This is an optimization exercise on Yosys and OpenROAD, whose aim is small area, a short achievable clock period and few clock cycles per item, not a production implementation.
Function was not checked in any run shown here: the RTL went through the layout flow alone.
No activity file was given, so power comes from the tool's default toggle rates.

===== design/flow/run.sh =====
#!/bin/bash
# synth_recipe.tcl (not shown) runs the flow's synth.tcl, then flattens the netlist and writes it again
# the make line also repeats each setting of config.mk as NAME=value (left out here)
make -C /OpenROAD-flow-scripts/flow DESIGN_CONFIG=/design/flow/config.mk WORK_HOME=/design/flow/orfs CLKGATE_MAP_FILE= SYNTH_SCRIPT=/design/flow/synth_recipe.tcl finish

===== design/flow/config.mk =====
export PLATFORM = sky130hd
export DESIGN_NAME = flanger_sweep_state_machine
export DESIGN_NICKNAME = flanger_sweep_state_machine
export VERILOG_FILES = /design/flow/design.v
export SDC_FILE = /design/flow/constraint.sdc
export NUM_CORES = 4
export LEC_CHECK = 0
export CAP_MARGIN = 20
export CORE_MARGIN = 2
export CORE_UTILIZATION = 40
export SLEW_MARGIN = 20

===== design/flow/constraint.sdc =====
create_clock -name core_clock -period 8.0 [get_ports {clk}]
set_input_delay 1.6000 -clock core_clock [delete_from_list [all_inputs] [get_ports {clk}]]
set_output_delay 1.6000 -clock core_clock [all_outputs]
set_load 0.01 [all_outputs]

===== design/flow/design.v =====
module fx_flanger (
    input  wire        clk,
    input  wire        rst,
    input  wire        shift_en,    
    input  wire        blk_end,     
    input  wire [15:0] x,           
    output wire [15:0] h            
);
    localparam TAPMAX = 22;
    reg  [15:0] hist [0:TAPMAX-1];
    reg  [4:0]  tap;
    reg         dir_up;
    reg  [4:0]  fill;               
    wire [15:0] hsel = hist[tap - 5'd1];
    wire        hvalid = (tap <= fill);
    assign h = (tap == 5'd0) ? x : (hvalid ? hsel : 16'd0);
    integer i;
    always @(posedge clk) begin
        if (shift_en) begin
            hist[0] <= x;
            for (i = 1; i < TAPMAX; i = i + 1)
                hist[i] <= hist[i-1];
        end
    end
    always @(posedge clk) begin
        if (rst) begin
            tap    <= TAPMAX[4:0];
            dir_up <= 1'b0;
            fill   <= 5'd0;
        end else begin
            if (shift_en && fill != 5'd31)
                fill <= fill + 5'd1;
            if (blk_end) begin
                if (!dir_up) begin
                    if (tap == 5'd0) begin
                        dir_up <= 1'b1;
                        tap    <= 5'd1;
                    end else begin
                        tap    <= tap - 5'd1;
                    end
                end else begin
                    if (tap == TAPMAX[4:0]) begin
                        dir_up <= 1'b0;
                        tap    <= TAPMAX[4:0] - 5'd1;
                    end else begin
                        tap    <= tap + 5'd1;
                    end
                end
            end
        end
    end
endmodule
module fx_mul (
    input  wire [15:0] A,
    input  wire [7:0]  one,
    input  wire [7:0]  two,
    input  wire [7:0]  neg,
    input  wire [11:0] inj,
    output wire [31:0] S,
    output wire [31:0] C
);
    wire r0_0 = ((one[0] & A[0]) ^ neg[0]);
    wire r0_1 = (((one[0] & A[1]) | (two[0] & A[0])) ^ neg[0]);
    wire r0_2 = (((one[0] & A[2]) | (two[0] & A[1])) ^ neg[0]);
    wire r0_3 = (((one[0] & A[3]) | (two[0] & A[2])) ^ neg[0]);
    wire r0_4 = (((one[0] & A[4]) | (two[0] & A[3])) ^ neg[0]);
    wire r0_5 = (((one[0] & A[5]) | (two[0] & A[4])) ^ neg[0]);
    wire r0_6 = (((one[0] & A[6]) | (two[0] & A[5])) ^ neg[0]);
    wire r0_7 = (((one[0] & A[7]) | (two[0] & A[6])) ^ neg[0]);
    wire r0_8 = (((one[0] & A[8]) | (two[0] & A[7])) ^ neg[0]);
    wire r0_9 = (((one[0] & A[9]) | (two[0] & A[8])) ^ neg[0]);
    wire r0_10 = (((one[0] & A[10]) | (two[0] & A[9])) ^ neg[0]);
    wire r0_11 = (((one[0] & A[11]) | (two[0] & A[10])) ^ neg[0]);
    wire r0_12 = (((one[0] & A[12]) | (two[0] & A[11])) ^ neg[0]);
    wire r0_13 = (((one[0] & A[13]) | (two[0] & A[12])) ^ neg[0]);
    wire r0_14 = (((one[0] & A[14]) | (two[0] & A[13])) ^ neg[0]);
    wire r0_15 = (((one[0] & A[15]) | (two[0] & A[14])) ^ neg[0]);
    wire r0_16 = (((one[0] & A[15]) | (two[0] & A[15])) ^ neg[0]);
    wire r1_0 = ((one[1] & A[0]) ^ neg[1]);
    wire r1_1 = (((one[1] & A[1]) | (two[1] & A[0])) ^ neg[1]);
    wire r1_2 = (((one[1] & A[2]) | (two[1] & A[1])) ^ neg[1]);
    wire r1_3 = (((one[1] & A[3]) | (two[1] & A[2])) ^ neg[1]);
    wire r1_4 = (((one[1] & A[4]) | (two[1] & A[3])) ^ neg[1]);
    wire r1_5 = (((one[1] & A[5]) | (two[1] & A[4])) ^ neg[1]);
    wire r1_6 = (((one[1] & A[6]) | (two[1] & A[5])) ^ neg[1]);
    wire r1_7 = (((one[1] & A[7]) | (two[1] & A[6])) ^ neg[1]);
    wire r1_8 = (((one[1] & A[8]) | (two[1] & A[7])) ^ neg[1]);
    wire r1_9 = (((one[1] & A[9]) | (two[1] & A[8])) ^ neg[1]);
    wire r1_10 = (((one[1] & A[10]) | (two[1] & A[9])) ^ neg[1]);
    wire r1_11 = (((one[1] & A[11]) | (two[1] & A[10])) ^ neg[1]);
    wire r1_12 = (((one[1] & A[12]) | (two[1] & A[11])) ^ neg[1]);
    wire r1_13 = (((one[1] & A[13]) | (two[1] & A[12])) ^ neg[1]);
    wire r1_14 = (((one[1] & A[14]) | (two[1] & A[13])) ^ neg[1]);
    wire r1_15 = (((one[1] & A[15]) | (two[1] & A[14])) ^ neg[1]);
    wire r1_16 = (((one[1] & A[15]) | (two[1] & A[15])) ^ neg[1]);
    wire r2_0 = ((one[2] & A[0]) ^ neg[2]);
    wire r2_1 = (((one[2] & A[1]) | (two[2] & A[0])) ^ neg[2]);
    wire r2_2 = (((one[2] & A[2]) | (two[2] & A[1])) ^ neg[2]);
    wire r2_3 = (((one[2] & A[3]) | (two[2] & A[2])) ^ neg[2]);
    wire r2_4 = (((one[2] & A[4]) | (two[2] & A[3])) ^ neg[2]);
    wire r2_5 = (((one[2] & A[5]) | (two[2] & A[4])) ^ neg[2]);
    wire r2_6 = (((one[2] & A[6]) | (two[2] & A[5])) ^ neg[2]);
    wire r2_7 = (((one[2] & A[7]) | (two[2] & A[6])) ^ neg[2]);
    wire r2_8 = (((one[2] & A[8]) | (two[2] & A[7])) ^ neg[2]);
    wire r2_9 = (((one[2] & A[9]) | (two[2] & A[8])) ^ neg[2]);
    wire r2_10 = (((one[2] & A[10]) | (two[2] & A[9])) ^ neg[2]);
    wire r2_11 = (((one[2] & A[11]) | (two[2] & A[10])) ^ neg[2]);
    wire r2_12 = (((one[2] & A[12]) | (two[2] & A[11])) ^ neg[2]);
    wire r2_13 = (((one[2] & A[13]) | (two[2] & A[12])) ^ neg[2]);
    wire r2_14 = (((one[2] & A[14]) | (two[2] & A[13])) ^ neg[2]);
    wire r2_15 = (((one[2] & A[15]) | (two[2] & A[14])) ^ neg[2]);
    wire r2_16 = (((one[2] & A[15]) | (two[2] & A[15])) ^ neg[2]);
    wire r3_0 = ((one[3] & A[0]) ^ neg[3]);
    wire r3_1 = (((one[3] & A[1]) | (two[3] & A[0])) ^ neg[3]);
    wire r3_2 = (((one[3] & A[2]) | (two[3] & A[1])) ^ neg[3]);
    wire r3_3 = (((one[3] & A[3]) | (two[3] & A[2])) ^ neg[3]);
    wire r3_4 = (((one[3] & A[4]) | (two[3] & A[3])) ^ neg[3]);
    wire r3_5 = (((one[3] & A[5]) | (two[3] & A[4])) ^ neg[3]);
    wire r3_6 = (((one[3] & A[6]) | (two[3] & A[5])) ^ neg[3]);
    wire r3_7 = (((one[3] & A[7]) | (two[3] & A[6])) ^ neg[3]);
    wire r3_8 = (((one[3] & A[8]) | (two[3] & A[7])) ^ neg[3]);
    wire r3_9 = (((one[3] & A[9]) | (two[3] & A[8])) ^ neg[3]);
    wire r3_10 = (((one[3] & A[10]) | (two[3] & A[9])) ^ neg[3]);
    wire r3_11 = (((one[3] & A[11]) | (two[3] & A[10])) ^ neg[3]);
    wire r3_12 = (((one[3] & A[12]) | (two[3] & A[11])) ^ neg[3]);
    wire r3_13 = (((one[3] & A[13]) | (two[3] & A[12])) ^ neg[3]);
    wire r3_14 = (((one[3] & A[14]) | (two[3] & A[13])) ^ neg[3]);
    wire r3_15 = (((one[3] & A[15]) | (two[3] & A[14])) ^ neg[3]);
    wire r3_16 = (((one[3] & A[15]) | (two[3] & A[15])) ^ neg[3]);
    wire r4_0 = ((one[4] & A[0]) ^ neg[4]);
    wire r4_1 = (((one[4] & A[1]) | (two[4] & A[0])) ^ neg[4]);
    wire r4_2 = (((one[4] & A[2]) | (two[4] & A[1])) ^ neg[4]);
    wire r4_3 = (((one[4] & A[3]) | (two[4] & A[2])) ^ neg[4]);
    wire r4_4 = (((one[4] & A[4]) | (two[4] & A[3])) ^ neg[4]);
    wire r4_5 = (((one[4] & A[5]) | (two[4] & A[4])) ^ neg[4]);
    wire r4_6 = (((one[4] & A[6]) | (two[4] & A[5])) ^ neg[4]);
    wire r4_7 = (((one[4] & A[7]) | (two[4] & A[6])) ^ neg[4]);
    wire r4_8 = (((one[4] & A[8]) | (two[4] & A[7])) ^ neg[4]);
    wire r4_9 = (((one[4] & A[9]) | (two[4] & A[8])) ^ neg[4]);
    wire r4_10 = (((one[4] & A[10]) | (two[4] & A[9])) ^ neg[4]);
    wire r4_11 = (((one[4] & A[11]) | (two[4] & A[10])) ^ neg[4]);
    wire r4_12 = (((one[4] & A[12]) | (two[4] & A[11])) ^ neg[4]);
    wire r4_13 = (((one[4] & A[13]) | (two[4] & A[12])) ^ neg[4]);
    wire r4_14 = (((one[4] & A[14]) | (two[4] & A[13])) ^ neg[4]);
    wire r4_15 = (((one[4] & A[15]) | (two[4] & A[14])) ^ neg[4]);
    wire r4_16 = (((one[4] & A[15]) | (two[4] & A[15])) ^ neg[4]);
    wire r5_0 = ((one[5] & A[0]) ^ neg[5]);
    wire r5_1 = (((one[5] & A[1]) | (two[5] & A[0])) ^ neg[5]);
    wire r5_2 = ((((one[5] & A[2]) | (two[5] & A[1])) ^ neg[5]) | inj[0]);
    wire r5_3 = ((((one[5] & A[3]) | (two[5] & A[2])) ^ neg[5]) | inj[1]);
    wire r5_4 = ((((one[5] & A[4]) | (two[5] & A[3])) ^ neg[5]) | inj[2]);
    wire r5_5 = ((((one[5] & A[5]) | (two[5] & A[4])) ^ neg[5]) | inj[3]);
    wire r5_6 = ((((one[5] & A[6]) | (two[5] & A[5])) ^ neg[5]) | inj[4]);
    wire r5_7 = ((((one[5] & A[7]) | (two[5] & A[6])) ^ neg[5]) | inj[5]);
    wire r5_8 = ((((one[5] & A[8]) | (two[5] & A[7])) ^ neg[5]) | inj[6]);
    wire r5_9 = ((((one[5] & A[9]) | (two[5] & A[8])) ^ neg[5]) | inj[7]);
    wire r5_10 = ((((one[5] & A[10]) | (two[5] & A[9])) ^ neg[5]) | inj[8]);
    wire r5_11 = ((((one[5] & A[11]) | (two[5] & A[10])) ^ neg[5]) | inj[9]);
    wire r5_12 = ((((one[5] & A[12]) | (two[5] & A[11])) ^ neg[5]) | inj[10]);
    wire r5_13 = ((((one[5] & A[13]) | (two[5] & A[12])) ^ neg[5]) | inj[11]);
    wire r5_14 = (((one[5] & A[14]) | (two[5] & A[13])) ^ neg[5]);
    wire r5_15 = (((one[5] & A[15]) | (two[5] & A[14])) ^ neg[5]);
    wire r5_16 = (((one[5] & A[15]) | (two[5] & A[15])) ^ neg[5]);
    wire r6_0 = ((one[6] & A[0]) ^ neg[6]);
    wire r6_1 = (((one[6] & A[1]) | (two[6] & A[0])) ^ neg[6]);
    wire r6_2 = (((one[6] & A[2]) | (two[6] & A[1])) ^ neg[6]);
    wire r6_3 = (((one[6] & A[3]) | (two[6] & A[2])) ^ neg[6]);
    wire r6_4 = (((one[6] & A[4]) | (two[6] & A[3])) ^ neg[6]);
    wire r6_5 = (((one[6] & A[5]) | (two[6] & A[4])) ^ neg[6]);
    wire r6_6 = (((one[6] & A[6]) | (two[6] & A[5])) ^ neg[6]);
    wire r6_7 = (((one[6] & A[7]) | (two[6] & A[6])) ^ neg[6]);
    wire r6_8 = (((one[6] & A[8]) | (two[6] & A[7])) ^ neg[6]);
    wire r6_9 = (((one[6] & A[9]) | (two[6] & A[8])) ^ neg[6]);
    wire r6_10 = (((one[6] & A[10]) | (two[6] & A[9])) ^ neg[6]);
    wire r6_11 = (((one[6] & A[11]) | (two[6] & A[10])) ^ neg[6]);
    wire r6_12 = (((one[6] & A[12]) | (two[6] & A[11])) ^ neg[6]);
    wire r6_13 = (((one[6] & A[13]) | (two[6] & A[12])) ^ neg[6]);
    wire r6_14 = (((one[6] & A[14]) | (two[6] & A[13])) ^ neg[6]);
    wire r6_15 = (((one[6] & A[15]) | (two[6] & A[14])) ^ neg[6]);
    wire r6_16 = (((one[6] & A[15]) | (two[6] & A[15])) ^ neg[6]);
    wire r7_0 = ((one[7] & A[0]) ^ neg[7]);
    wire r7_1 = (((one[7] & A[1]) | (two[7] & A[0])) ^ neg[7]);
    wire r7_2 = (((one[7] & A[2]) | (two[7] & A[1])) ^ neg[7]);
    wire r7_3 = (((one[7] & A[3]) | (two[7] & A[2])) ^ neg[7]);
    wire r7_4 = (((one[7] & A[4]) | (two[7] & A[3])) ^ neg[7]);
    wire r7_5 = (((one[7] & A[5]) | (two[7] & A[4])) ^ neg[7]);
    wire r7_6 = (((one[7] & A[6]) | (two[7] & A[5])) ^ neg[7]);
    wire r7_7 = (((one[7] & A[7]) | (two[7] & A[6])) ^ neg[7]);
    wire r7_8 = (((one[7] & A[8]) | (two[7] & A[7])) ^ neg[7]);
    wire r7_9 = (((one[7] & A[9]) | (two[7] & A[8])) ^ neg[7]);
    wire r7_10 = (((one[7] & A[10]) | (two[7] & A[9])) ^ neg[7]);
    wire r7_11 = (((one[7] & A[11]) | (two[7] & A[10])) ^ neg[7]);
    wire r7_12 = (((one[7] & A[12]) | (two[7] & A[11])) ^ neg[7]);
    wire r7_13 = (((one[7] & A[13]) | (two[7] & A[12])) ^ neg[7]);
    wire r7_14 = (((one[7] & A[14]) | (two[7] & A[13])) ^ neg[7]);
    wire r7_15 = (((one[7] & A[15]) | (two[7] & A[14])) ^ neg[7]);
    wire r7_16 = (((one[7] & A[15]) | (two[7] & A[15])) ^ neg[7]);
    wire s1 = r0_10 ^ r1_8;
    wire c2 = r0_10 & r1_8;
    wire s3 = r0_11 ^ r1_9;
    wire c4 = r0_11 & r1_9;
    wire s5 = r0_12 ^ r1_10 ^ r2_8;
    wire c6 = (r0_12 & r1_10) | (r0_12 & r2_8) | (r1_10 & r2_8);
    wire s7 = r3_6 ^ r4_4;
    wire c8 = r3_6 & r4_4;
    wire s9 = r0_13 ^ r1_11 ^ r2_9;
    wire c10 = (r0_13 & r1_11) | (r0_13 & r2_9) | (r1_11 & r2_9);
    wire s11 = r3_7 ^ r4_5;
    wire c12 = r3_7 & r4_5;
    wire s13 = r0_14 ^ r1_12 ^ r2_10;
    wire c14 = (r0_14 & r1_12) | (r0_14 & r2_10) | (r1_12 & r2_10);
    wire s15 = r3_8 ^ r4_6 ^ r5_4;
    wire c16 = (r3_8 & r4_6) | (r3_8 & r5_4) | (r4_6 & r5_4);
    wire s17 = r6_2 ^ r7_0;
    wire c18 = r6_2 & r7_0;
    wire s19 = r0_15 ^ r1_13 ^ r2_11;
    wire c20 = (r0_15 & r1_13) | (r0_15 & r2_11) | (r1_13 & r2_11);
    wire s21 = r3_9 ^ r4_7 ^ r5_5;
    wire c22 = (r3_9 & r4_7) | (r3_9 & r5_5) | (r4_7 & r5_5);
    wire s23 = r6_3 ^ r7_1;
    wire c24 = r6_3 & r7_1;
    wire s25 = ~r0_16 ^ r1_14 ^ r2_12;
    wire c26 = (~r0_16 & r1_14) | (~r0_16 & r2_12) | (r1_14 & r2_12);
    wire s27 = r3_10 ^ r4_8 ^ r5_6;
    wire c28 = (r3_10 & r4_8) | (r3_10 & r5_6) | (r4_8 & r5_6);
    wire s29 = r6_4 ^ r7_2 ^ 1'b1;
    wire c30 = (r6_4 & r7_2) | (r6_4 & 1'b1) | (r7_2 & 1'b1);
    wire s31 = r1_15 ^ r2_13 ^ r3_11;
    wire c32 = (r1_15 & r2_13) | (r1_15 & r3_11) | (r2_13 & r3_11);
    wire s33 = r4_9 ^ r5_7 ^ r6_5;
    wire c34 = (r4_9 & r5_7) | (r4_9 & r6_5) | (r5_7 & r6_5);
    wire s35 = r7_3 ^ 1'b1;
    wire c36 = r7_3 & 1'b1;
    wire s37 = ~r1_16 ^ r2_14 ^ r3_12;
    wire c38 = (~r1_16 & r2_14) | (~r1_16 & r3_12) | (r2_14 & r3_12);
    wire s39 = r4_10 ^ r5_8 ^ r6_6;
    wire c40 = (r4_10 & r5_8) | (r4_10 & r6_6) | (r5_8 & r6_6);
    wire s41 = r2_15 ^ r3_13 ^ r4_11;
    wire c42 = (r2_15 & r3_13) | (r2_15 & r4_11) | (r3_13 & r4_11);
    wire s43 = r5_9 ^ r6_7;
    wire c44 = r5_9 & r6_7;
    wire s45 = ~r2_16 ^ r3_14 ^ r4_12;
    wire c46 = (~r2_16 & r3_14) | (~r2_16 & r4_12) | (r3_14 & r4_12);
    wire s47 = r3_15 ^ r4_13;
    wire c48 = r3_15 & r4_13;
    wire s49 = r0_6 ^ r1_4;
    wire c50 = r0_6 & r1_4;
    wire s51 = r0_7 ^ r1_5;
    wire c52 = r0_7 & r1_5;
    wire s53 = r0_8 ^ r1_6 ^ r2_4;
    wire c54 = (r0_8 & r1_6) | (r0_8 & r2_4) | (r1_6 & r2_4);
    wire s55 = r3_2 ^ r4_0;
    wire c56 = r3_2 & r4_0;
    wire s57 = r0_9 ^ r1_7 ^ r2_5;
    wire c58 = (r0_9 & r1_7) | (r0_9 & r2_5) | (r1_7 & r2_5);
    wire s59 = r3_3 ^ r4_1;
    wire c60 = r3_3 & r4_1;
    wire s61 = s1 ^ r2_6 ^ r3_4;
    wire c62 = (s1 & r2_6) | (s1 & r3_4) | (r2_6 & r3_4);
    wire s63 = r4_2 ^ r5_0 ^ neg[5];
    wire c64 = (r4_2 & r5_0) | (r4_2 & neg[5]) | (r5_0 & neg[5]);
    wire s65 = s3 ^ r2_7 ^ r3_5;
    wire c66 = (s3 & r2_7) | (s3 & r3_5) | (r2_7 & r3_5);
    wire s67 = r4_3 ^ r5_1 ^ c2;
    wire c68 = (r4_3 & r5_1) | (r4_3 & c2) | (r5_1 & c2);
    wire s69 = s5 ^ s7 ^ r5_2;
    wire c70 = (s5 & s7) | (s5 & r5_2) | (s7 & r5_2);
    wire s71 = r6_0 ^ neg[6] ^ c4;
    wire c72 = (r6_0 & neg[6]) | (r6_0 & c4) | (neg[6] & c4);
    wire s73 = s9 ^ s11 ^ r5_3;
    wire c74 = (s9 & s11) | (s9 & r5_3) | (s11 & r5_3);
    wire s75 = r6_1 ^ c6 ^ c8;
    wire c76 = (r6_1 & c6) | (r6_1 & c8) | (c6 & c8);
    wire s77 = s13 ^ s15 ^ s17;
    wire c78 = (s13 & s15) | (s13 & s17) | (s15 & s17);
    wire s79 = neg[7] ^ c10 ^ c12;
    wire c80 = (neg[7] & c10) | (neg[7] & c12) | (c10 & c12);
    wire s81 = s19 ^ s21 ^ s23;
    wire c82 = (s19 & s21) | (s19 & s23) | (s21 & s23);
    wire s83 = c14 ^ c16 ^ c18;
    wire c84 = (c14 & c16) | (c14 & c18) | (c16 & c18);
    wire s85 = s25 ^ s27 ^ s29;
    wire c86 = (s25 & s27) | (s25 & s29) | (s27 & s29);
    wire s87 = c20 ^ c22 ^ c24;
    wire c88 = (c20 & c22) | (c20 & c24) | (c22 & c24);
    wire s89 = s31 ^ s33 ^ s35;
    wire c90 = (s31 & s33) | (s31 & s35) | (s33 & s35);
    wire s91 = c26 ^ c28 ^ c30;
    wire c92 = (c26 & c28) | (c26 & c30) | (c28 & c30);
    wire s93 = s37 ^ s39 ^ r7_4;
    wire c94 = (s37 & s39) | (s37 & r7_4) | (s39 & r7_4);
    wire s95 = c32 ^ c34 ^ c36;
    wire c96 = (c32 & c34) | (c32 & c36) | (c34 & c36);
    wire s97 = s41 ^ s43 ^ r7_5;
    wire c98 = (s41 & s43) | (s41 & r7_5) | (s43 & r7_5);
    wire s99 = 1'b1 ^ c38 ^ c40;
    wire c100 = (1'b1 & c38) | (1'b1 & c40) | (c38 & c40);
    wire s101 = s45 ^ r5_10 ^ r6_8;
    wire c102 = (s45 & r5_10) | (s45 & r6_8) | (r5_10 & r6_8);
    wire s103 = r7_6 ^ c42 ^ c44;
    wire c104 = (r7_6 & c42) | (r7_6 & c44) | (c42 & c44);
    wire s105 = s47 ^ r5_11 ^ r6_9;
    wire c106 = (s47 & r5_11) | (s47 & r6_9) | (r5_11 & r6_9);
    wire s107 = r7_7 ^ 1'b1 ^ c46;
    wire c108 = (r7_7 & 1'b1) | (r7_7 & c46) | (1'b1 & c46);
    wire s109 = ~r3_16 ^ r4_14 ^ r5_12;
    wire c110 = (~r3_16 & r4_14) | (~r3_16 & r5_12) | (r4_14 & r5_12);
    wire s111 = r6_10 ^ r7_8 ^ c48;
    wire c112 = (r6_10 & r7_8) | (r6_10 & c48) | (r7_8 & c48);
    wire s113 = r4_15 ^ r5_13 ^ r6_11;
    wire c114 = (r4_15 & r5_13) | (r4_15 & r6_11) | (r5_13 & r6_11);
    wire s115 = r7_9 ^ 1'b1;
    wire c116 = r7_9 & 1'b1;
    wire s117 = ~r4_16 ^ r5_14 ^ r6_12;
    wire c118 = (~r4_16 & r5_14) | (~r4_16 & r6_12) | (r5_14 & r6_12);
    wire s119 = r5_15 ^ r6_13;
    wire c120 = r5_15 & r6_13;
    wire s121 = r0_4 ^ r1_2;
    wire c122 = r0_4 & r1_2;
    wire s123 = r0_5 ^ r1_3;
    wire c124 = r0_5 & r1_3;
    wire s125 = s49 ^ r2_2 ^ r3_0;
    wire c126 = (s49 & r2_2) | (s49 & r3_0) | (r2_2 & r3_0);
    wire s127 = s51 ^ r2_3 ^ r3_1;
    wire c128 = (s51 & r2_3) | (s51 & r3_1) | (r2_3 & r3_1);
    wire s129 = s53 ^ s55 ^ neg[4];
    wire c130 = (s53 & s55) | (s53 & neg[4]) | (s55 & neg[4]);
    wire s131 = s57 ^ s59 ^ c54;
    wire c132 = (s57 & s59) | (s57 & c54) | (s59 & c54);
    wire s133 = s61 ^ s63 ^ c58;
    wire c134 = (s61 & s63) | (s61 & c58) | (s63 & c58);
    wire s135 = s65 ^ s67 ^ c62;
    wire c136 = (s65 & s67) | (s65 & c62) | (s67 & c62);
    wire s137 = s69 ^ s71 ^ c66;
    wire c138 = (s69 & s71) | (s69 & c66) | (s71 & c66);
    wire s139 = s73 ^ s75 ^ c70;
    wire c140 = (s73 & s75) | (s73 & c70) | (s75 & c70);
    wire s141 = s77 ^ s79 ^ c74;
    wire c142 = (s77 & s79) | (s77 & c74) | (s79 & c74);
    wire s143 = s81 ^ s83 ^ c78;
    wire c144 = (s81 & s83) | (s81 & c78) | (s83 & c78);
    wire s145 = s85 ^ s87 ^ c82;
    wire c146 = (s85 & s87) | (s85 & c82) | (s87 & c82);
    wire s147 = s89 ^ s91 ^ c86;
    wire c148 = (s89 & s91) | (s89 & c86) | (s91 & c86);
    wire s149 = s93 ^ s95 ^ c90;
    wire c150 = (s93 & s95) | (s93 & c90) | (s95 & c90);
    wire s151 = s97 ^ s99 ^ c94;
    wire c152 = (s97 & s99) | (s97 & c94) | (s99 & c94);
    wire s153 = s101 ^ s103 ^ c98;
    wire c154 = (s101 & s103) | (s101 & c98) | (s103 & c98);
    wire s155 = s105 ^ s107 ^ c102;
    wire c156 = (s105 & s107) | (s105 & c102) | (s107 & c102);
    wire s157 = s109 ^ s111 ^ c106;
    wire c158 = (s109 & s111) | (s109 & c106) | (s111 & c106);
    wire s159 = s113 ^ s115 ^ c110;
    wire c160 = (s113 & s115) | (s113 & c110) | (s115 & c110);
    wire s161 = s117 ^ r7_10 ^ c114;
    wire c162 = (s117 & r7_10) | (s117 & c114) | (r7_10 & c114);
    wire s163 = s119 ^ r7_11 ^ 1'b1;
    wire c164 = (s119 & r7_11) | (s119 & 1'b1) | (r7_11 & 1'b1);
    wire s165 = ~r5_16 ^ r6_14 ^ r7_12;
    wire c166 = (~r5_16 & r6_14) | (~r5_16 & r7_12) | (r6_14 & r7_12);
    wire s167 = r6_15 ^ r7_13;
    wire c168 = r6_15 & r7_13;
    wire s169 = r0_2 ^ r1_0;
    wire c170 = r0_2 & r1_0;
    wire s171 = r0_3 ^ r1_1;
    wire c172 = r0_3 & r1_1;
    wire s173 = s121 ^ r2_0 ^ neg[2];
    wire c174 = (s121 & r2_0) | (s121 & neg[2]) | (r2_0 & neg[2]);
    wire s175 = s123 ^ r2_1 ^ c122;
    wire c176 = (s123 & r2_1) | (s123 & c122) | (r2_1 & c122);
    wire s177 = s125 ^ neg[3] ^ c124;
    wire c178 = (s125 & neg[3]) | (s125 & c124) | (neg[3] & c124);
    wire s179 = s127 ^ c50 ^ c126;
    wire c180 = (s127 & c50) | (s127 & c126) | (c50 & c126);
    wire s181 = s129 ^ c52 ^ c128;
    wire c182 = (s129 & c52) | (s129 & c128) | (c52 & c128);
    wire s183 = s131 ^ c56 ^ c130;
    wire c184 = (s131 & c56) | (s131 & c130) | (c56 & c130);
    wire s185 = s133 ^ c60 ^ c132;
    wire c186 = (s133 & c60) | (s133 & c132) | (c60 & c132);
    wire s187 = s135 ^ c64 ^ c134;
    wire c188 = (s135 & c64) | (s135 & c134) | (c64 & c134);
    wire s189 = s137 ^ c68 ^ c136;
    wire c190 = (s137 & c68) | (s137 & c136) | (c68 & c136);
    wire s191 = s139 ^ c72 ^ c138;
    wire c192 = (s139 & c72) | (s139 & c138) | (c72 & c138);
    wire s193 = s141 ^ c76 ^ c140;
    wire c194 = (s141 & c76) | (s141 & c140) | (c76 & c140);
    wire s195 = s143 ^ c80 ^ c142;
    wire c196 = (s143 & c80) | (s143 & c142) | (c80 & c142);
    wire s197 = s145 ^ c84 ^ c144;
    wire c198 = (s145 & c84) | (s145 & c144) | (c84 & c144);
    wire s199 = s147 ^ c88 ^ c146;
    wire c200 = (s147 & c88) | (s147 & c146) | (c88 & c146);
    wire s201 = s149 ^ c92 ^ c148;
    wire c202 = (s149 & c92) | (s149 & c148) | (c92 & c148);
    wire s203 = s151 ^ c96 ^ c150;
    wire c204 = (s151 & c96) | (s151 & c150) | (c96 & c150);
    wire s205 = s153 ^ c100 ^ c152;
    wire c206 = (s153 & c100) | (s153 & c152) | (c100 & c152);
    wire s207 = s155 ^ c104 ^ c154;
    wire c208 = (s155 & c104) | (s155 & c154) | (c104 & c154);
    wire s209 = s157 ^ c108 ^ c156;
    wire c210 = (s157 & c108) | (s157 & c156) | (c108 & c156);
    wire s211 = s159 ^ c112 ^ c158;
    wire c212 = (s159 & c112) | (s159 & c158) | (c112 & c158);
    wire s213 = s161 ^ c116 ^ c160;
    wire c214 = (s161 & c116) | (s161 & c160) | (c116 & c160);
    wire s215 = s163 ^ c118 ^ c162;
    wire c216 = (s163 & c118) | (s163 & c162) | (c118 & c162);
    wire s217 = s165 ^ c120 ^ c164;
    wire c218 = (s165 & c120) | (s165 & c164) | (c120 & c164);
    wire s219 = s167 ^ 1'b1 ^ c166;
    wire c220 = (s167 & 1'b1) | (s167 & c166) | (1'b1 & c166);
    wire s221 = ~r6_16 ^ r7_14 ^ c168;
    wire c222 = (~r6_16 & r7_14) | (~r6_16 & c168) | (r7_14 & c168);
    wire s223 = r7_15 ^ 1'b1;
    wire c224 = r7_15 & 1'b1;
    assign S = {1'b1, ~r7_16, s223, s221, s219, s217, s215, s213, s211, s209, s207, s205, s203, s201, s199, s197, s195, s193, s191, s189, s187, s185, s183, s181, s179, s177, s175, s173, s171, s169, r0_1, r0_0};
    assign C = {1'b0, c224, c222, c220, c218, c216, c214, c212, c210, c208, c206, c204, c202, c200, c198, c196, c194, c192, c190, c188, c186, c184, c182, c180, c178, c176, c174, c172, c170, neg[1], 1'b0, neg[0]};
endmodule
module fx_crush_bias (
    input  wire        en,
    input  wire        sign,
    input  wire [2:0]  depth,       
    output reg  [11:0] inj
);
    integer p;
    always @(*) begin
        for (p = 12; p < 24; p = p + 1)
            inj[p-12] = en && (sign ? (p < 24 - depth) : (p == 24 - depth));
    end
endmodule
module fx_crush_mask (
    input  wire        en,
    input  wire [2:0]  depth,
    input  wire [31:0] p,
    output reg  [31:0] y
);
    integer i;
    always @(*) begin
        for (i = 0; i < 32; i = i + 1)
            y[i] = p[i] & !(en && (i < 25 - depth));
    end
endmodule
module flanger_sweep_state_machine #(
    parameter N = 32,              
    parameter L = 24               
) (
    input  wire        clk,
    input  wire        rst,
    input  wire        key_valid,
    input  wire [7:0]  key_char,
    input  wire        btn,
    input  wire        in_valid,
    output wire        in_ready,
    input  wire [15:0] mic,
    input  wire [15:0] gen,
    output reg         out_valid,
    input  wire        out_ready,
    output reg  [31:0] out_data,
    output reg         out_last,
    output reg         out_ev_valid,
    output reg         out_ev_kind,    
    output reg  [7:0]  out_ev_arg,
    output wire [15:0] gen_freq
);
    localparam [2:0] MIN_DEPTH = 3'd1;
    localparam [2:0] MAX_DEPTH = 3'd5;
    localparam [1:0] M_NONE  = 2'd0;
    localparam [1:0] M_FLAN  = 2'd1;
    localparam [1:0] M_RING  = 2'd2;
    localparam [1:0] M_CRUSH = 2'd3;
    reg  [1:0] mode;
    reg        src_sel;
    reg  [2:0] depth;
    reg        key_pend;
    reg  [7:0] key_q;
    reg        btn_pend;
    localparam CW = $clog2(N);
    localparam [CW-1:0] LAST_BEAT = N - 1;
    reg  [CW-1:0] cnt;               
    reg        sk_valid;             
    wire       rdy = !sk_valid;      
    assign in_ready = rdy;
    wire acc   = in_valid && rdy;
    wire first = (cnt == 0);
    wire last  = (cnt == LAST_BEAT);
    wire k_n     = (key_q == 8'h6E);
    wire k_f     = (key_q == 8'h66);
    wire k_r     = (key_q == 8'h72);
    wire k_b     = (key_q == 8'h62);
    wire k_plus  = (key_q == 8'h2B);
    wire k_minus = (key_q == 8'h2D);
    wire k_mode  = k_n | k_f | k_r | k_b;
    wire k_unrec = !(k_mode | k_plus | k_minus);
    reg [1:0] key_mode;
    always @(*) begin
        case (1'b1)
            k_f:     key_mode = M_FLAN;
            k_r:     key_mode = M_RING;
            k_b:     key_mode = M_CRUSH;
            default: key_mode = M_NONE;
        endcase
    end
    reg [2:0] new_depth;
    always @(*) begin
        new_depth = depth;
        if (key_pend && k_plus && depth < MAX_DEPTH)
            new_depth = depth + 3'd1;
        if (key_pend && k_minus && depth > MIN_DEPTH)
            new_depth = depth - 3'd1;
    end
    wire [1:0] new_mode = (key_pend && k_mode) ? key_mode : mode;
    wire       new_src  = src_sel ^ btn_pend;
    wire [1:0] cur_mode  = first ? new_mode  : mode;
    wire       cur_src   = first ? new_src   : src_sel;
    wire [2:0] cur_depth = first ? new_depth : depth;
    always @(posedge clk) begin
        if (rst) begin
            mode     <= M_NONE;
            src_sel  <= 1'b0;
            depth    <= MIN_DEPTH;
            key_pend <= 1'b0;
            btn_pend <= 1'b0;
            cnt      <= 0;
        end else begin
            if (acc) begin
                cnt <= last ? 0 : cnt + 1'b1;
                if (first) begin
                    mode    <= new_mode;
                    src_sel <= new_src;
                    depth   <= new_depth;
                end
            end
            if (key_valid)
                key_pend <= 1'b1;
            else if (acc && first)
                key_pend <= 1'b0;
            if (btn)
                btn_pend <= 1'b1;
            else if (acc && first)
                btn_pend <= 1'b0;
        end
    end
    always @(posedge clk) begin
        if (key_valid)
            key_q <= key_char;
    end
    always @(posedge clk) begin
        if (acc && first) begin
            out_ev_valid <= key_pend && !(k_plus || k_minus);
            out_ev_kind  <= k_unrec;
            out_ev_arg   <= k_unrec ? key_q : {6'd0, key_mode};
        end
    end
    wire [15:0] s = cur_src ? gen : mic;
    wire is_flan  = (cur_mode == M_FLAN);
    wire is_ring  = (cur_mode == M_RING);
    wire is_crush = (cur_mode == M_CRUSH);
    wire [15:0] h;
    fx_flanger u_flan (
        .clk      (clk),
        .rst      (rst),
        .shift_en (acc && is_flan),
        .blk_end  (acc && last && is_flan),
        .x        (s),
        .h        (h)
    );
    localparam [7:0] F_LO = 8'd75, F_HI = 8'd175, F_D = 8'd6;
    reg  [7:0] f8;
    reg        f_up;
    wire [7:0] f_upv = f8 + F_D;
    wire [7:0] f_dnv = f8 - F_D;
    always @(posedge clk) begin
        if (rst) begin
            f8   <= F_LO;
            f_up <= 1'b1;
        end else if (acc && last && is_ring) begin
            if (f_up) begin
                if (f_upv > F_HI) begin
                    f8   <= F_HI;
                    f_up <= 1'b0;
                end else begin
                    f8   <= f_upv;
                end
            end else begin
                if (f8 < F_LO + F_D) begin
                    f8   <= F_LO;
                    f_up <= 1'b1;
                end else begin
                    f8   <= f_dnv;
                end
            end
        end
    end
    assign gen_freq = {5'd0, f8, 3'd0};
    wire [15:0] a_in = is_ring ? mic : (is_flan ? h : s);
    reg  [7:0]  one_in, two_in, neg_in;
    wire [16:0] ge = {gen, 1'b0};
    integer j;
    always @(*) begin
        for (j = 0; j < 8; j = j + 1) begin
            if (is_ring) begin
                one_in[j] = ge[2*j+1] ^ ge[2*j];
                two_in[j] = (ge[2*j+2] & ~ge[2*j+1] & ~ge[2*j]) |
                            (~ge[2*j+2] & ge[2*j+1] & ge[2*j]);
                neg_in[j] = ge[2*j+2] & ~(ge[2*j+1] & ge[2*j]);
            end else begin
                one_in[j] = (j == 6);
                two_in[j] = (j == 5) && is_flan;
                neg_in[j] = (j == 5) && is_flan;
            end
        end
    end
    reg        v1, l1, c1;
    reg [2:0]  d1;
    reg [15:0] a1;
    reg [7:0]  one1, two1, neg1;
    always @(posedge clk) begin
        if (rst)
            v1 <= 1'b0;
        else if (rdy)
            v1 <= in_valid;
        if (rdy) begin
            l1   <= last;
            c1   <= is_crush;
            d1   <= cur_depth;
            a1   <= a_in;
            one1 <= one_in;
            two1 <= two_in;
            neg1 <= neg_in;
        end
    end
    wire [11:0] inj;
    fx_crush_bias u_bias (.en(c1), .sign(a1[15]), .depth(d1), .inj(inj));
    wire [31:0] ps, pc;
    fx_mul u_mul (
        .A(a1), .one(one1), .two(two1), .neg(neg1), .inj(inj),
        .S(ps), .C(pc)
    );
    reg        v2, l2, c2;
    reg [2:0]  d2;
    reg [31:0] s2, k2;
    always @(posedge clk) begin
        if (rst)
            v2 <= 1'b0;
        else if (rdy)
            v2 <= v1;
        if (rdy) begin
            l2 <= l1;
            c2 <= c1;
            d2 <= d1;
            s2 <= ps;
            k2 <= pc;
        end
    end
    wire [31:0] prod = s2 + k2;
    wire [31:0] y;
    fx_crush_mask u_mask (.en(c2), .depth(d2), .p(prod), .y(y));
    reg [31:0] sk_data;
    reg        sk_last;
    always @(posedge clk) begin
        if (rst) begin
            out_valid <= 1'b0;
            sk_valid  <= 1'b0;
        end else if (!out_valid || out_ready) begin
            out_valid <= sk_valid || v2;
            sk_valid  <= 1'b0;
        end else if (v2 && !sk_valid) begin
            sk_valid  <= 1'b1;
        end
    end
    always @(posedge clk) begin
        if (!out_valid || out_ready) begin
            out_data <= sk_valid ? sk_data : y;
            out_last <= sk_valid ? sk_last : l2;
        end
        if (!sk_valid) begin
            sk_data <= y;
            sk_last <= l2;
        end
    end
endmodule

==> results.ini, run 1 <==
[routing]
dr.first_iter.drc_count = 2701
viasPerCell = 5.796
antenna_left = 0
totalWireLength_um = 75090
drc = 0
firstDrtPassIters = 6
dr_total_vias = 19250
avgRoutedWirePerCell_um = 22.60

[synthesis]
ys_seq_area_frac = 0.5794
synth_edf_count = 514
synth_area_per_cell_um2 = 12.77
syn_area_mm2 = 0.02906
async_reset_ff_frac = 0
synth_top_cell_area_share = 0.5312
yosys.area.top_type = edfxtp_1
synth.distinct_cells = 79
synth_area_leaders = edfxtp_1 53%, fa_1 5.7%, a22oi_1 5.3%, dfxtp_1 4.8%, ha_1 3.9%
ys_ff_latch = 584
syn_inst = 2276
yosys_warnings = 5
ys.flop_type = edfxtp_1

[layout]
nets = 2540
areaGrowthSynthToFinish_pct = 13.71
final-instance-count-excl-fill = 3322
drive_above_1_share = 0.07676
fin_area_mm2 = 0.03304
final_util = 0.4606

[pwr]
p_comb_frac = 0.103
p_switching_w = 0.001701
ir_worst_vdd_uv = 175.7
p_per_area_mw_per_mm2 = 216.7
clkPwrFrac = 0.393
swShare = 0.2376
seq_power_share = 0.504
internal_power_w = 0.005457
leakage_nw = 11.73

[global_route]
grt_pass1_vias = 19060
track_usage = 0.1980
overflow = 0
antenna_found_initial = 3
grt_pass1_wl_um = 114300
grt_max_degree = 205

[clock_network]
cts_tree = yes
postCtsHoldBufs = 0
clk-insertion-delay-late_ns = 0.67
root_buffer = clkbuf_16
cts.sinks = 584
clockBufferDepth = 3
htree_levels = 2
cts_setup_buffers = 0
cts.repair.resized = 0
clk_pin_slew_ns = 0.07
cts-buffers-inserted = 60

[timing]
fin_crit_ns = 4.631
drv_slew = 0
fin_skew_ns = 0.07524
rsz0062_at_grt = no
worst_slew_pin_slew_ns = 1.113
slew_headroom = 0.2582
final-setup-viol-count = 0
min_period_over_period = 0.5789
final_hold_viol_count = 0
fmax_mhz = 215.9
setup-tns-final_ns = 0

[floorplanning]
rows = 98
die-width_um = 273.5
coreArea_mm2 = 0.07173
die-area_mm2 = 0.07481
num_io_pins = 107
initial_utilization = 0.4051
die_h_um = 273.5

[worst_setup_path]
r2r_setup_slack_ns = 3.37
crit_type = reg2reg
r2r.worst_path.cells = 10
crit_fanout = 19
critPathLaunchType = register
cp_slowest_cell = and2_1
cp.required_ns = 8.37
critPathMaxStageDelay_ns = 0.85
arrival_ns = 5.00
r2r_start = u_flan.tap[1]$_SDFFE_PP1P_
critPathLaunch = u_flan.tap[1]$_SDFFE_PP1P_
endpoint_kind = register
cp_cell_sequence = inv_1, ha_1, nor3b_1, nand2_1, o22ai_1, and2_1, or4_1, nor4_4, buf_6, a221o_1
r2r_end = a1[3]$_DFFE_PN_

[outcome]
status = complete, no violations

[place]
dpl_cell_area_mm2 = 0.03101
dpl.cell_count = 3209
dp_hpwl_um = 51030
gp_congestion = 0.9225
portBuffers = 98

[flow_run]
drv_cap = 0

[min_path]
min_path_type = reg2reg
min_delay_worst_endpoint = u_flan.hist[12][3]$_DFFE_PP_
hold_path_startpoint = u_flan.hist[11][3]$_DFFE_PP_
hold_path_depth = 0

## metal layers
layer,vias to the layer above,global-route usage,share of wire,routed length [um]
met3,167,0.03561,0.082,6154
met1,9589,0.2676,0.41,30840
li1,8640,-,-,-
met2,854,0.3218,0.48,35830
met4,4,0.06716,0.030,2233
met5,-,0,0.00033,25
## metrics by stage
step           setup slack (ns)  total power, W  hold WS, ns
6_report                  3.369        0.007158       0.4097
5_1_grt                   3.179        0.007454       0.4162
4_1_cts                   3.418        0.007236       0.3997
3_5_place_dp              3.354        0.004410       0.4061
3_3_place_gp              3.317        0.004390       0.4075
2_1_floorplan           0.01766        0.004119       0.4003
## worst max-delay path: cells and delay by family (launching register included)
| family | cells | cell delay [ns] |
|---|---|---|
| and+or+nand+nor | 5 | 2.01 |
| AOI/OAI and AO/OA | 2 | 0.94 |
| buffers and inverters | 2 | 0.38 |
| adders and majority gates | 1 | 0.63 |
| DFF | 1 | 0.42 |
## power by group through the flow
stage	Combinational [W]	Sequential, W	Clock, W
final	0.000735	0.00361	0.00281
after global routing	0.000827	0.00363	0.00300
after CTS	0.000740	0.00361	0.00289
after detailed placement	0.000738	0.00367	0
after global placement	0.000719	0.00367	0
after floorplan	0.000498	0.00362	0
## how the worst max path moves through the flow
stage	slack [ns]	cells after the start	to
floorplan	0.02	5	u_flan.tap[0]$_SDFFE_PP0P_
global placement	3.32	9	a1[13]$_DFFE_PN_
detailed placement	3.35	5	u_flan.hist[8][1]$_DFFE_PP_
CTS	3.42	9	a1[11]$_DFFE_PN_
global route	3.18	10	a1[12]$_DFFE_PN_
finish	3.37	10	a1[3]$_DFFE_PN_
## area by class of cell
class	instances	area (um^2)
fill	6324	38690
sequential	584	16840
multi-input combinational	1405	11210
clock buffer	77	1605
timing repair buffer	135	1287
tap	950	1189
inverter	135	510.5
clock inverter	35	397.9
antenna	1	2.502
## cells in the mapped netlist (all sizes together), types with 23 or more instances
library cell	instances
o21ai	75
nor2	72
nand3	37
fa	83
a21oi	96
edfxtp	514
buf	23
xnor2	107
ha	90
nand2	146
xor2	68
dfxtp	70
nor3	28
a221o	23
a22oi	205
a22o	41
inv	134
clkbuf	136
## flip-flops by register name, indices dropped and copies added, names as in the netlist, 16 cells and up
name         cells
s2              31
u_flan.hist    352
out_data        32
k2              30
a1              16
sk_data         32
## logic make-up (layout without fill, tap and decap cells)
family                   Yosys count  count (layout)  synth area share
flip-flops                       584             584            0.5794
multiplexers                      30              30           0.01120
XOR/XNOR                         175             175           0.05275
adder cells (fa/ha/maj)          173             173           0.09594
buffers and inverters            294             382           0.03949
other                              1               9         0.0001291
AO/OA/AOI/OAI                    598             598            0.1480
AND/OR/NAND/NOR                  421             421           0.07307
## layout by cell type (no fill, tap or decap), types with 14 or more instances in the layout
master	count
xnor2_1	106
inv_1	132
xor2_1	67
nand3_1	37
buf_4	34
edfxtp_1	514
ha_1	90
a221o_1	23
a222oi_1	20
nand4_1	19
nor2_1	69
a21oi_1	96
nor2b_1	16
nand2_1	146
clkbuf_16	60
and2_1	16
o31ai_1	16
o21ai_0	71
fa_1	83
clkdlybuf4s50_1	98
a221oi_1	19
nor3_1	20
mux2_2	20
a22o_1	41
dfxtp_1	69
a21o_1	15
a22oi_1	205
clkinv_1	14
==> inputs of run 2 (changes only) <==
--- a/design/flow/config.mk
+++ b/design/flow/config.mk
@@ -5,6 +5,7 @@
 export SDC_FILE = /design/flow/constraint.sdc
 export NUM_CORES = 4
 export LEC_CHECK = 0
+export ABC_CLOCK_PERIOD_IN_PS = 2500
 export CAP_MARGIN = 20
 export CORE_MARGIN = 2
 export CORE_UTILIZATION = 40
==> run 2 against run 1 <==
- critical path depth is the same
- routed wire length is the same
- global-route usage is the same
- sequential share of layout area is the same
- highest routed layer unchanged
- fmax is the same
==> results.ini, run 2 <==
[clock_network]
cts.sinks = 584
cts.repair.resized = 0
cts-buffers-inserted = 60
cts_tree = yes
clockBufferDepth = 3
clk-insertion-delay-late_ns = 0.67
postCtsHoldBufs = 0
htree_levels = 2
cts_setup_buffers = 0
clk_pin_slew_ns = 0.07
root_buffer = clkbuf_16

[layout]
areaGrowthSynthToFinish_pct = 13.71
final_cell_mix = 514 x edfxtp_1, 205 x a22oi_1, 146 x nand2_1, 132 x inv_1, 106 x xnor2_1
fin_area_mm2 = 0.03304
final-instance-count-excl-fill = 3322
largestRegisters = u_flan.hist: 352 flops, out_data: 32 flops, sk_data: 32 flops
largest_reg_flops = 352
nets = 2540
drive_above_1_share = 0.07676
fill_cells = 6324
top_register = u_flan.hist
final_common_cell = edfxtp_1

[flow_run]
drv_cap = 0

[outcome]
status = complete, no violations

[routing]
viasPerCell = 5.796
totalWireLength_um = 75090
dr.first_iter.drc_count = 2701
avgRoutedWirePerCell_um = 22.60
antenna_left = 0
firstDrtPassIters = 6
drc = 0
dr_total_vias = 19250

[timing]
setup-tns-final_ns = 0
fin_crit_ns = 4.631
fmax_mhz = 215.9
final_hold_viol_count = 0
worst_slew_pin_slew_ns = 1.113
drv_slew = 0
slew_headroom = 0.2582
min_period_over_period = 0.5789
final-setup-viol-count = 0
rsz0062_at_grt = no
fin_skew_ns = 0.07524

[pwr]
leakage_nw = 11.73
p_per_area_mw_per_mm2 = 216.7
power_w = 0.007158
ir_worst_vdd_uv = 175.7

[floorplanning]
coreArea_mm2 = 0.07173
die-area_mm2 = 0.07481
rows = 98
die-width_um = 273.5
initial_utilization = 0.4051
die_h_um = 273.5
num_io_pins = 107

[global_route]
antenna_found_initial = 3
track_usage = 0.1980
grt_max_degree = 205
overflow = 0
grt_pass1_wl_um = 114300
grt_pass1_vias = 19060

[synthesis]
synth_top_cell_area_share = 0.5312
synth_edf_count = 514
ys_ff_latch = 584
yosysMostFrequentCell = edfxtp_1
async_reset_ff_frac = 0
synth_area_per_cell_um2 = 12.77
syn_inst = 2276
ys_top_cells_by_count = 514 x edfxtp_1, 205 x a22oi_1, 146 x nand2_1
yosys_warnings = 5
syn_area_mm2 = 0.02906
ys.flop_type = edfxtp_1
yosys.area.top_type = edfxtp_1
synth.distinct_cells = 79
ys_seq_area_frac = 0.5794
synth_area_leaders = edfxtp_1 53%, fa_1 5.7%, a22oi_1 5.3%, dfxtp_1 4.8%, ha_1 3.9%

[place]
dp_hpwl_um = 51030
portBuffers = 98
dpl_cell_area_mm2 = 0.03101
gp_congestion = 0.9225
dpl.cell_count = 3209

[worst_setup_path]
crit_family = simple AND/OR/NAND/NOR gates
cp_slowest_cell = and2_1
endpoint_kind = register
cp.required_ns = 8.37
crit_fanout = 19
crit_type = reg2reg
crit_buf_inv = 2
critPathLaunchType = register
arrival_ns = 5.00
critPathMaxStageDelay_ns = 0.85
cp_cell_sequence = inv_1, ha_1, nor3b_1, nand2_1, o22ai_1, and2_1, or4_1, nor4_4, buf_6, a221o_1

[min_path]
min_path_type = reg2reg

## run 2: where the power goes
group | switching [W] | total [W] | internal (W)
sequential | 0.000124 | 0.00361 | 0.00349
clock | 0.00120 | 0.00281 | 0.00162
combinational | 0.000382 | 0.000735 | 0.000353
total | 0.00170 | 0.00716 | 0.00546
## run 2: area by class of cell
class | instances | area (um^2) | area share
Multi-Input combinational cell | 1405 | 11210 | 0.3393
Sequential cell | 584 | 16840 | 0.5096
Timing Repair Buffer | 135 | 1287 | 0.03897
Inverter | 135 | 510.5 | 0.01545
Clock inverter | 35 | 397.9 | 0.01204
Antenna cell | 1 | 2.502 | 0.00007574
Tap cell | 950 | 1189 | 0.03598
Clock buffer | 77 | 1605 | 0.04859
## run 2: final timing paths
path	startpoint	to	slack, ns	depth (start not counted)
max	u_flan.tap[1]$_SDFFE_PP1P_	a1[3]$_DFFE_PN_	3.37	10
min	u_flan.hist[11][3]$_DFFE_PP_	u_flan.hist[12][3]$_DFFE_PP_	0.41	0
max reg2reg	u_flan.tap[1]$_SDFFE_PP1P_	a1[3]$_DFFE_PN_	3.37	10
min reg2reg	u_flan.hist[11][3]$_DFFE_PP_	u_flan.hist[12][3]$_DFFE_PP_	0.41	0
## run 2: worst register-to-register path, cell delays in order, from the launching register on
cell and delay, ns:
dfxtp_1 0.42, inv_1 0.21, ha_1 0.63, nor3b_1 0.56, nand2_1 0.23, o22ai_1 0.59
and2_1 0.85, or4_1 0.28, nor4_4 0.10, buf_6 0.17, a221o_1 0.35
## run 2: layer usage
metal  track usage  vias up  part of all wire
li1              -     8640                 -
met3       0.03561      167             0.082
met5             0        -           0.00033
met4       0.06716        4             0.030
met2        0.3218      854              0.48
met1        0.2676     9589              0.41
## run 2: cells by family (layout without fill, tap and decap cells)
kind of cell | Yosys count | count (layout) | synth area share
adder cells (fa/ha/maj) | 173 | 173 | 0.09594
multiplexers | 30 | 30 | 0.01120
XOR/XNOR | 175 | 175 | 0.05275
buffers and inverters | 294 | 382 | 0.03949
AO/OA/AOI/OAI | 598 | 598 | 0.1480
other | 1 | 9 | 0.0001291
AND/OR/NAND/NOR | 421 | 421 | 0.07307
flip-flops | 584 | 584 | 0.5794
## run 2: through the flow
step           hold WS (ns)  worst slack (ns)  utilization
6_report             0.4097             3.369       0.4606
3_5_place_dp         0.4061             3.354       0.4324
5_1_grt              0.4162             3.179       0.4606
4_1_cts              0.3997             3.418       0.4603
3_3_place_gp         0.4075             3.317       0.4322
2_1_floorplan        0.4003           0.01766            -
==> inputs of run 3 (changes only) <==
--- a/design/flow/config.mk
+++ b/design/flow/config.mk
@@ -5,8 +5,8 @@
 export SDC_FILE = /design/flow/constraint.sdc
 export NUM_CORES = 4
 export LEC_CHECK = 0
-export ABC_CLOCK_PERIOD_IN_PS = 2500
 export CAP_MARGIN = 20
 export CORE_MARGIN = 2
 export CORE_UTILIZATION = 40
+export SETUP_SLACK_MARGIN = 4.5
 export SLEW_MARGIN = 20
==> run 3 against run 2 <==
- still clean on timing, DRC and antenna
- clock skew shrank 0.023 ns
- first-iteration DRC count shrank 21%
- via count grew 1.8%
- final cell count grew 3.5%
- fmax grew 25%
- synthesized area is the same
- sequential cell count is the same
- critical path depth grew 2
- die area is the same
- clock power grew 8.5%
- global-route usage grew 0.17 points
- design area grew 4.5%
- critical endpoint is now s2[18]$_DFFE_PN_
- largest cell class unchanged
- largest power group unchanged
- highest routed layer is now met4
==> results.ini, run 3 <==
[clock_network]
postCtsHoldBufs = 0
cts_tree = yes
htree_levels = 3
clockBufferDepth = 3
clk-insertion-delay-late_ns = 0.65
root_buffer = clkbuf_16
cts.sinks = 584
clk_pin_slew_ns = 0.06
cts-buffers-inserted = 66

[worst_setup_path]
cp_cell_sequence = inv_2, ha_4, o21ai_4, mux2i_4, buf_6, a21oi_2, a311o_1, nand2_2, fa_1, fa_1, fa_1, fa_2
critPathLaunchType = register
critPathLaunch = d1[1]$_DFFE_PN_
cp_slowest_cell = fa_1
r2r.worst_path.cells = 12
crit_top_cell = fa_1
r2r_start = d1[1]$_DFFE_PN_
crit_type = reg2reg
cp.required_ns = 8.35
crit_family = adder cells
crit_buf_inv = 2
endpoint_kind = register
critPathMaxStageDelay_ns = 0.53
arrival_ns = 4.06
r2r_setup_slack_ns = 4.29
r2r_end = s2[18]$_DFFE_PN_
crit_fanout = 6

[timing]
fmax_mhz = 269.3
fin_crit_ns = 3.713
setup-tns-final_ns = 0
final-setup-viol-count = 0
drv_slew = 0
fin_skew_ns = 0.05245
final_hold_viol_count = 0
slew_headroom = 0.3098
min_period_over_period = 0.4642
worst_slew_pin_slew_ns = 1.035
rsz0062_at_grt = yes

[synthesis]
ys_top_cells_by_count = 514 x edfxtp_1, 205 x a22oi_1, 146 x nand2_1
yosysMostFrequentCell = edfxtp_1
synth_top_cell_area_share = 0.5312
ys_seq_area_frac = 0.5794
async_reset_ff_frac = 0
synth_area_leaders = edfxtp_1 53%, fa_1 5.7%, a22oi_1 5.3%, dfxtp_1 4.8%, ha_1 3.9%
syn_inst = 2276
synth_edf_count = 514
ys_ff_latch = 584
synth_area_per_cell_um2 = 12.77
yosys.area.top_type = edfxtp_1
ys.flop_type = edfxtp_1
yosys_warnings = 5
syn_area_mm2 = 0.02906
synth.distinct_cells = 79

[layout]
fill_cells = 6270
areaGrowthSynthToFinish_pct = 18.77
final-instance-count-excl-fill = 3438
largest_reg_flops = 352
nets = 2657
top_register = u_flan.hist
seq_area_mm2 = 0.01685
final_cell_mix = 514 x edfxtp_1, 196 x a22oi_1, 144 x nand2_1, 126 x buf_4, 124 x inv_1
largestRegisters = u_flan.hist: 352 flops, out_data: 32 flops, sk_data: 32 flops
multi_input_area_mm2 = 0.01143
final_common_cell = edfxtp_1
drive_above_1_share = 0.1439

[min_path]
hold_path_startpoint = l1$_DFFE_PN_
min_delay_worst_endpoint = l2$_DFFE_PN_
hold_path_depth = 0
min_path_type = reg2reg

[place]
portBuffers = 98
gp_congestion = 0.9322
dpl.cell_count = 3212
dp_hpwl_um = 50560

[pwr]
power_w = 0.007449
p_per_area_mw_per_mm2 = 215.8
ir_worst_vdd_uv = 159.1
leakage_nw = 12.47

[routing]
avgRoutedWirePerCell_um = 22.05
dr.first_iter.drc_count = 2136
firstDrtPassIters = 6
totalWireLength_um = 75800
viasPerCell = 5.701
antenna_left = 0
drc = 0
dr_total_vias = 19600

[outcome]
status = complete, no violations

[flow_run]
drv_cap = 0

[floorplanning]
rows = 98
die-area_mm2 = 0.07481
num_io_pins = 107
die-width_um = 273.5
initial_utilization = 0.4051
die_h_um = 273.5
coreArea_mm2 = 0.07173

[global_route]
track_usage = 0.1997
grt_pass1_vias = 19430
antenna_found_initial = 0
grt_pass1_wl_um = 115100
grt_max_degree = 111
overflow = 0

[run 3: cell counts after synthesis]
No cell type changed its count.
[run 3: cell families (layout without fill, tap and decap cells)]
logic type,Yosys count,in the layout,synth area share
multiplexers,30,30,0.01120
AO/OA/AOI/OAI,598,598,0.1480
adder cells (fa/ha/maj),173,173,0.09594
flip-flops,584,584,0.5794
buffers and inverters,294,498,0.03949
AND/OR/NAND/NOR,421,421,0.07307
other,1,9,0.0001291
XOR/XNOR,175,175,0.05275
[run 3: worst max path at each step]
stage | cells past startpoint | endpoint | slack [ns]
6_report | 12 | s2[18]$_DFFE_PN_ | 4.29
5_1_grt | 12 | s2[18]$_DFFE_PN_ | 4.17
4_1_cts | 12 | s2[18]$_DFFE_PN_ | 4.29
3_5_place_dp | 9 | a1[0]$_DFFE_PN_ | 3.28
3_3_place_gp | 9 | a1[5]$_DFFE_PN_ | 3.50
2_1_floorplan | 3 | u_flan.hist[0][0]$_DFFE_PP_ | 0.24
[run 3: layout make-up]
| cell class | instances | area share |
|---|---|---|
| Antenna cell | 1 | 0.00007251 |
| Clock buffer | 81 | 0.04978 |
| Clock inverter | 36 | 0.01360 |
| Inverter | 135 | 0.01483 |
| Multi-Input combinational cell | 1405 | 0.3311 |
| Sequential cell | 584 | 0.4882 |
| Tap cell | 950 | 0.03444 |
| Timing Repair Buffer | 246 | 0.06794 |
[run 3: timing repair]
| action | CTS | global route |
|---|---|---|
| cloned | 1 | 0 |
| gates resized for setup | 34 | 38 |
| pin swaps | 10 | 23 |
| setup buffers | 92 | 15 |
| setup endpoints to repair | 324 | 46 |
[run 3: worst register-to-register path, stage by stage (launching register included)]
cell and delay (ns):
edfxtp_1 0.42, inv_2 0.11, ha_4 0.18, o21ai_4 0.07, mux2i_4 0.16, buf_6 0.16, a21oi_2 0.06, a311o_1 0.30
nand2_2 0.08, fa_1 0.44, fa_1 0.51, fa_1 0.53, fa_2 0.43
[run 3: power by group]
| part | switching (W) | internal, W | total (W) |
|---|---|---|---|
| registers | 0.0000756 | 0.00349 | 0.00356 |
| logic | 0.000438 | 0.000404 | 0.000842 |
| clock network | 0.00129 | 0.00176 | 0.00305 |
[run 3: through the flow]
| step | hold WS [ns] | utilization | instance area, um^2 | worst slack (ns) |
|---|---|---|---|---|
| floorplan | 0.4003 | - | 29150 | 0.2394 |
| global placement | 0.4061 | 0.4328 | 31040 | 3.499 |
| detailed placement | 0.4169 | 0.4328 | 31040 | 3.278 |
| CTS | 0.4298 | 0.4774 | 34250 | 4.291 |
| global route | 0.4384 | 0.4811 | 34510 | 4.170 |
| finish | 0.4268 | 0.4811 | 34510 | 4.287 |
[run 3: metal layers]
layer,track usage,share of wire,up-vias
met2,0.3272,0.47,859
met4,0.07276,0.032,0
li1,-,-,8860
met3,0.04079,0.079,173
met1,0.2624,0.42,9707
met5,0,0,-

## afterwards: timing with drivers on the ports
The results above use ideal ports. As a check the final layouts listed here were re-extracted and re-timed, cells and wires unchanged. Step 1: set_driving_cell puts a clkbuf_16 on clk and a buf_2 on each other input, an assumption about the parent block. Step 2 times the ports against the registers' clock, not the clock port: input delays grow and output delays shrink by t, the midpoint of the rising clock arrivals with the driver on. a / b / c = ideal / step 1 / step 2; a / b = the first two.
| run | t, ns | slack for setup (ns) | worst hold slack (ns) | worst data-port slew with drivers (ns) |
|---|---|---|---|---|
| run 1 | 0.700 | 3.369 / 3.369 / 3.369 | 0.410 / 0.410 / 0.410 | 0.11 |
| run 2 | 0.700 | 3.369 / 3.369 / 3.369 | 0.410 / 0.410 / 0.410 | 0.11 |
| run 3 | 0.685 | 4.287 / 4.287 / 4.026 | 0.427 / 0.427 / 0.427 | 0.11 |
After both steps every run listed still meets setup and hold. For run 3, which loses most, drivers alone change the setup slack by 0.000 ns; drivers and shift together by -0.261 ns.
